Background: an optimization exercise with open tools, aiming at small area. Do not read the settings as production practice. Function was checked by simulation only, so behaviour that the tests miss may differ from the original. The flow treats the clock pin as an ideal source, which a real chip does not have. No activity file was given, so power comes from the tool's default toggle rates.

// link_rx
module link_rx #(
    parameter CNT_W = 12
) (
    input  wire              clk,
    input  wire              rst,
    input  wire              ser_valid,
    input  wire [7:0]        ser_data,
    input  wire              msg_valid,
    input  wire [7:0]        msg_data,
    input  wire              msg_last,
    input  wire [1:0]        msg_kind,
    input  wire [3:0]        stat_sel,
    output reg  [CNT_W-1:0]  stat_data,
    output reg               ser_pix_valid,
    output wire [7:0]        ser_pix_data,
    output wire              ser_evt_valid,
    output wire [1:0]        ser_evt_code,
    output wire [7:0]        ser_evt_ctr,
    output wire [7:0]        ser_evt_gap,
    output reg               msg_pix_valid,
    output wire [7:0]        msg_pix_data,
    output reg               msg_evt_valid,
    output wire [1:0]        msg_evt_kind,
    output reg  [1:0]        msg_evt_code,
    output wire [7:0]        msg_evt_ctr,
    output wire [7:0]        msg_evt_gap,
    output wire [103:0]      msg_evt_data
);
    localparam [1:0] KIND_LEDD  = 2'd0;
    localparam [1:0] KIND_PARAM = 2'd1;
    reg        fs_reading;       
    reg        have_sync0;
    reg [8:0]  s_cnt;            
    reg [7:0]  s_byte;           
    reg [7:0]  ser_crc;          
    reg [1:0]  s_evt;            
    reg        leds_have_last;
    reg [5:0]  leds_m;           
    wire s_crc_pos = (s_cnt == 9'd197);
    wire s_ctr_pos = (s_cnt == 9'd196);
    wire s_is_aa   = (ser_data == 8'hAA);
    wire [7:0] ser_crc_next;
    crc8_byte u_ser_crc (.crc_in(ser_crc), .data(ser_data), .crc_out(ser_crc_next));
    wire s_rd_byte  = ser_valid && fs_reading;
    wire s_end      = s_rd_byte && s_crc_pos;
    wire s_accept   = s_end && (ser_crc == ser_data);
    wire s_corrupt  = s_end && (ser_crc != ser_data);
    wire s_found    = ser_valid && !fs_reading && have_sync0 && (ser_data == 8'h55);
    wire s_search   = ser_valid && !fs_reading && !(have_sync0 && ser_data == 8'h55);
    wire s_full     = (s_cnt == 9'd400);
    wire s_fail_now = (s_cnt == 9'd399) && !s_is_aa;
    wire s_syncfail = s_search && (s_full || s_fail_now);
    wire [7:0] leds_gap;
    seq_track u_leds_track (
        .en(leds_have_last && s_accept), .m({2'b00, leds_m}), .r(s_byte), .wadd(8'd60), .gap(leds_gap)
    );
  ...
Size: roughly 1400 cells after synthesis, roughly 200 I/O pins, about 17000 µm² of cells after synthesis.
clock: 10.0 ns
lec_check: 0
cap_margin: 20
core_margin: 2
core_utilization: 65
slew_margin: 20
standard.sh (not shown) runs the stock make flow with config.mk's settings and CLKGATE_MAP_FILE= SYNTH_SCRIPT=/design/flow/synth_recipe.tcl, a recipe that flattens the netlist after the stock synthesis.
==> flow/flow/run.sh <==
#!/bin/bash
# Own layout flow. Steps, each with its full output in a log file here:
#  1. the standard synthesis (standard.sh synth), unchanged;
#  2. remap.sh: the combinational cells of that netlist re-mapped by ABC
#     with an area-oriented script; registers (and half/full adders) are
#     kept as they are, with their names and cell types;
#  3. the standard ORFS flow on the re-mapped netlist, with buf_1 port
#     buffers, a clock tree of clkbuf_4 without dummy loads (post_cts.tcl
#     upsizes any clock buffer whose flip-flops see a slow clock edge).
set -euo pipefail
here=$(pwd)
bash standard.sh synth > synth.log 2>&1
bash flow/remap.sh > remap.log 2>&1
bash standard.sh \
    "BUFFER_PORTS_ARGS=-buffer_cell sky130_fd_sc_hd__buf_1" \
    "CTS_ARGS=-sink_clustering_enable -repair_clock_nets -dont_use_dummy_load -buf_list sky130_fd_sc_hd__clkbuf_4 -sink_clustering_size 9 -sink_clustering_max_diameter 45" \
    "POST_CTS_TCL=$here/flow/post_cts.tcl" \
    finish > finish.log 2>&1
Other scripts of this flow, unchanged in this note and not shown: flow/flow/area.abc, flow/flow/post_cts.tcl, flow/flow/remap.sh
The first run completed without violations.
Edit:
- CORE_UTILIZATION: 65 -> 40
Effect: The changed run produced a clean layout. Area after synthesis stays the same. Routed wire length came out higher by a little under a tenth. Core utilization came out lower by 27 points. Worst setup slack improves by 0.28 ns. Cell count came out higher by roughly a tenth. Final area came out higher slightly. Sequential power stays flat. Power came out higher by a few percent. Clock skew came out higher by 0.022 ns. Non-clock buffer count came out lower by 2.

## static timing again, ports no longer ideal
No port has a modelled driver above. Below, the same layouts with a new extraction and two added sets of constraints.
Step 1 sets driving cells, clkbuf_16 on the clock port and buf_2 on the other inputs (assumed; they add their load-dependent delay and slew).
Step 2 adds t to the input delays and takes it off the output delays; t is the mean of the earliest and latest rising clock arrival at the registers after step 1. Input paths then give back, and output paths get back, about the clock's delay inside the block.
Three values: no drivers, after step 1, after step 2; two values: the first two.
| run | shift t [ns] | setup slack, ns | hold slack, ns | slew at the worst register clock pin (ns) |
|---|---|---|---|---|
| the first run | 0.734 | 0.595 / 0.595 / 0.595 | 0.519 / 0.519 / 0.519 | 0.10 / 0.10 |
| the second run | 0.818 | 0.873 / 0.873 / 0.873 | 0.493 / 0.493 / 0.493 | 0.10 / 0.10 |
After both steps every run listed still meets setup and hold.
